What follows belongs to an exercise in optimizing a design on an open flow for small area, a short achievable clock period and few clock cycles per item; a production flow would make more cautious choices.
Function was checked by simulation only, so behaviour that the tests miss may differ from the original.
No activity file was given, so power comes from the tool's default toggle rates.

Design llf, start of the top module:
module llf (
    input  wire        clk,
    input  wire        rst,
    input  wire        rx_req_valid,
    input  wire [15:0] rx_req_cap,
    output wire        rx_req_ready,
    output wire        rx_resp_valid,
    output wire [1:0]  rx_resp_status,
    output wire [15:0] rx_resp_len,
    input  wire        src_valid,
    input  wire        src_err,
    input  wire [7:0]  src_data,
    output wire        src_ready,
    output wire        rxbuf_we,
    output wire [15:0] rxbuf_addr,
    output wire [7:0]  rxbuf_data,
    input  wire        tx_req_valid,
    input  wire        tx_req_pay,
    input  wire [15:0] tx_req_len,
    output wire        tx_req_ready,
    output wire        tx_resp_valid,
    output wire [2:0]  tx_resp_status,
    output wire        txpay_rd,
    output wire [15:0] txpay_addr,
    input  wire [7:0]  txpay_data,
    output wire        sink_valid,
    output wire [7:0]  sink_data,
    output wire        sink_last,
    input  wire        sink_ready,
    input  wire        sink_resp_valid,
    input  wire        sink_resp_err,
    input  wire [16:0] sink_resp_count
);
Size: ~1,100 cells after synthesis, about 160 flip-flops, about 150 I/O pins.
export LEC_CHECK = 0
export ABC_AREA = 1
export ABC_CLOCK_PERIOD_IN_PS = 1500
export CAP_MARGIN = 20
export CORE_MARGIN = 2
export CORE_UTILIZATION = 40
export CTS_BUF_LIST = sky130_fd_sc_hd__clkbuf_8
export CTS_CLUSTER_SIZE = 32
export SETUP_SLACK_MARGIN = 2.2
export SLEW_MARGIN = 20
export TNS_END_PERCENT = 0
create_clock -name core_clock -period 4.0 [get_ports {clk}]
standard.sh (not shown) runs the stock make flow with config.mk's settings and CLKGATE_MAP_FILE= SYNTH_SCRIPT=/design/flow/synth_recipe.tcl, a recipe that flattens the netlist after the stock synthesis.
==> flow/flow/run.sh <==
#!/bin/bash
# The standard layout, with the port buffers made of sky130_fd_sc_hd__buf_1
# cells instead of the default choice. Every port still gets its buffer.
bash standard.sh "BUFFER_PORTS_ARGS=-buffer_cell sky130_fd_sc_hd__buf_1" finish > standard.log 2>&1
Testbench counts at the start, summed over its fixed seeds: cycles 124,644, bytes 105,422.
Edit:
--- a/flow/design.v
+++ b/flow/design.v
@@ -65,17 +65,17 @@
 endmodule
 module llf_rx (
     input  wire        clk,
     input  wire        rst,
     input  wire        rx_req_valid,
     input  wire [15:0] rx_req_cap,
-    output wire        rx_req_ready,
+    output reg         rx_req_ready,
     input  wire        src_valid,
     input  wire        src_err,
     input  wire [7:0]  src_data,
-    output wire        src_ready,
+    output reg         src_ready,
     output reg         rxbuf_we,
     output wire [15:0] rxbuf_addr,
     output reg  [7:0]  rxbuf_data,
     output reg         rx_resp_valid,
     output wire [1:0]  rx_resp_status,
     output wire [15:0] rx_resp_len
@@ -94,14 +94,12 @@
     reg        wok;      
     reg        ov;       
     reg        err_st;
     wire [7:0] b    = src_data;
     wire       step = src_valid & armed;
     wire       go   = step & ~src_err;
-    assign rx_req_ready   = ~armed;
-    assign src_ready      = armed;
     assign rxbuf_addr     = idx;
     assign rx_resp_status = {1'b0, err_st};
     assign rx_resp_len    = idx;
     wire [7:0] crc_upd;
     llf_crc8 u_crc (.c(crc), .b(b), .y(crc_upd));
     wire [15:0] idx1, rem1, reqm1;
@@ -148,12 +146,14 @@
         if (!armed)
             capm2 <= {reqm1[14:0], rx_req_cap[0]};
     end
     always @(posedge clk) begin
         if (rst) begin
             armed         <= 1'b0;
+            src_ready     <= 1'b0;
+            rx_req_ready  <= 1'b1;
             s_wait        <= 1'b1;
             s_lo          <= 1'b0;
             s_hi          <= 1'b0;
             s_hc          <= 1'b0;
             s_ds          <= 1'b0;
             s_pay         <= 1'b0;
@@ -162,12 +162,14 @@
             rxbuf_we      <= 1'b0;
             rx_resp_valid <= 1'b0;
         end else begin
             rxbuf_we      <= go & s_pay & wok;
             rx_resp_valid <= done;
             armed         <= armed_nx;
+            src_ready     <= armed_nx;
+            rx_req_ready  <= ~armed_nx;
             if (step) begin
                 if (src_err) begin
                     s_wait <= 1'b1;
                     s_lo   <= 1'b0;
                     s_hi   <= 1'b0;
                     s_hc   <= 1'b0;
@@ -193,32 +195,32 @@
 module llf_tx (
     input  wire        clk,
     input  wire        rst,
     input  wire        tx_req_valid,
     input  wire        tx_req_pay,
     input  wire [15:0] tx_req_len,
-    output wire        tx_req_ready,
-    output wire        txpay_rd,
+    output reg         tx_req_ready,
+    output reg         txpay_rd,      
     output reg  [15:0] txpay_addr,
     input  wire [7:0]  txpay_data,
-    output wire        sink_valid,
+    output reg         sink_valid,    
     output reg  [7:0]  sink_data,
     output wire        sink_last,
     input  wire        sink_ready,
     input  wire        sink_resp_valid,
     input  wire        sink_resp_err,
     input  wire [16:0] sink_resp_count,
     output reg         tx_resp_valid,
     output reg  [2:0]  tx_resp_status
 );
-    reg st_idle, st_h0, st_h1, st_h2, st_h3, st_h4, st_pay, st_fc, st_stp, st_wait;
-    reg        rd;         
-    reg        sv;         
-    assign tx_req_ready = st_idle;
-    assign txpay_rd     = rd;
-    assign sink_valid   = sv;
+    reg st_nidle, st_h0, st_h1, st_h2, st_h3, st_h4, st_pay, st_fc, st_stp, st_wait;
+    reg        rd_n;       
+    reg        sv_n;       
+    wire       st_idle = ~st_nidle;
+    wire       rd = ~rd_n;
+    wire       sv = ~sv_n;
     reg [15:0] len;
     reg        lenz;       
     reg [7:0]  crc;        
     reg        cur_last;   
     reg        mv, kv, kt;
     reg [7:0]  k;
@@ -277,32 +279,38 @@
         crc       <= crc_hd;
         sink_data <= sd_nx;
         cur_last  <= cl_nx;
     end
     always @(posedge clk) begin
         if (rst) begin
-            st_idle       <= 1'b1;
+            st_nidle      <= 1'b0;
             st_h0         <= 1'b0;
             st_h1         <= 1'b0;
             st_h2         <= 1'b0;
             st_h3         <= 1'b0;
             st_h4         <= 1'b0;
             st_pay        <= 1'b0;
             st_fc         <= 1'b0;
             st_stp        <= 1'b0;
             st_wait       <= 1'b0;
-            sv            <= 1'b0;
+            sv_n          <= 1'b1;
+            sink_valid    <= 1'b0;
             tx_resp_valid <= 1'b0;
-            rd            <= 1'b0;
+            rd_n          <= 1'b1;
+            txpay_rd      <= 1'b0;
+            tx_req_ready  <= 1'b1;
         end else begin
-            rd            <= ~(mv_nx & kv_nx);
+            rd_n          <= mv_nx & kv_nx;
+            txpay_rd      <= ~(mv_nx & kv_nx);
             tx_resp_valid <= (hs & nopay) | to_idle;
-            st_idle       <= idle_nx;
+            st_nidle      <= ~idle_nx;
+            tx_req_ready  <= idle_nx;
             if (hs) begin
                 st_h0      <= 1'b1;
-                sv         <= ~nopay;
+                sv_n       <= nopay;
+                sink_valid <= ~nopay;
             end
             if (st_h0 & ~sv)
                 st_h0 <= 1'b0;
             if (tk) begin
                 st_h0  <= 1'b0;
                 st_h1  <= st_h0;
@@ -311,13 +319,14 @@
                 st_h4  <= st_h3;
                 st_pay <= (st_h4 & ~lenz) | (st_pay & ~cur_last);
                 st_fc  <= (st_h4 & lenz) | (st_pay & cur_last);
                 st_stp <= st_fc;
                 if (st_stp) begin
                     st_wait    <= 1'b1;
-                    sv         <= 1'b0;
+                    sv_n       <= 1'b1;
+                    sink_valid <= 1'b0;
                 end
             end
             if (to_idle)
                 st_wait <= 1'b0;
         end
     end
What happened: Total power grows by a few percent. Global-route usage is lower by 0.80 points. First-iteration DRC count goes down by roughly a tenth. Clock power climbs by a little under a tenth. Combinational power came out lower by a few percent. Non-clock buffer count decreases by 4. Core utilization falls by 0.10 points. Setup slack hardly moves. Area after synthesis grows slightly.
Testbench counts after the change, summed over its fixed seeds: cycles 124,644, bytes 105,422.

-- port drivers added, routing unchanged --
No port has a modelled driver above. Below, the same layouts with a new extraction and two added sets of constraints.
Step 1 sets driving cells, clkbuf_16 on the clock port and buf_2 on the other inputs (assumed; they add their load-dependent delay and slew).
Step 2 also shifts input and output timing later by t, the mid clock arrival at the registers, as if the neighbouring blocks saw the same clock.
Three values: ideal, step 1, step 2; two values: the first two.
| run | t (ns) | setup WS [ns] | worst setup path at the end | worst register clock-pin slew, ns | worst slew at a driven data input, ns |
|---|---|---|---|---|---|
| the first run | 0.498 | 2.125 / 2.085 / 1.663 | input to register | 0.10 / 0.10 | 0.05 |
| the second run | 0.495 | 2.123 / 2.082 / 1.654 | input to register | 0.09 / 0.09 | 0.06 |
After both steps setup and hold are still met in every run listed. The setup slack of the second run, which loses most, moves by -0.041 ns with the drivers and by -0.469 ns with both steps.
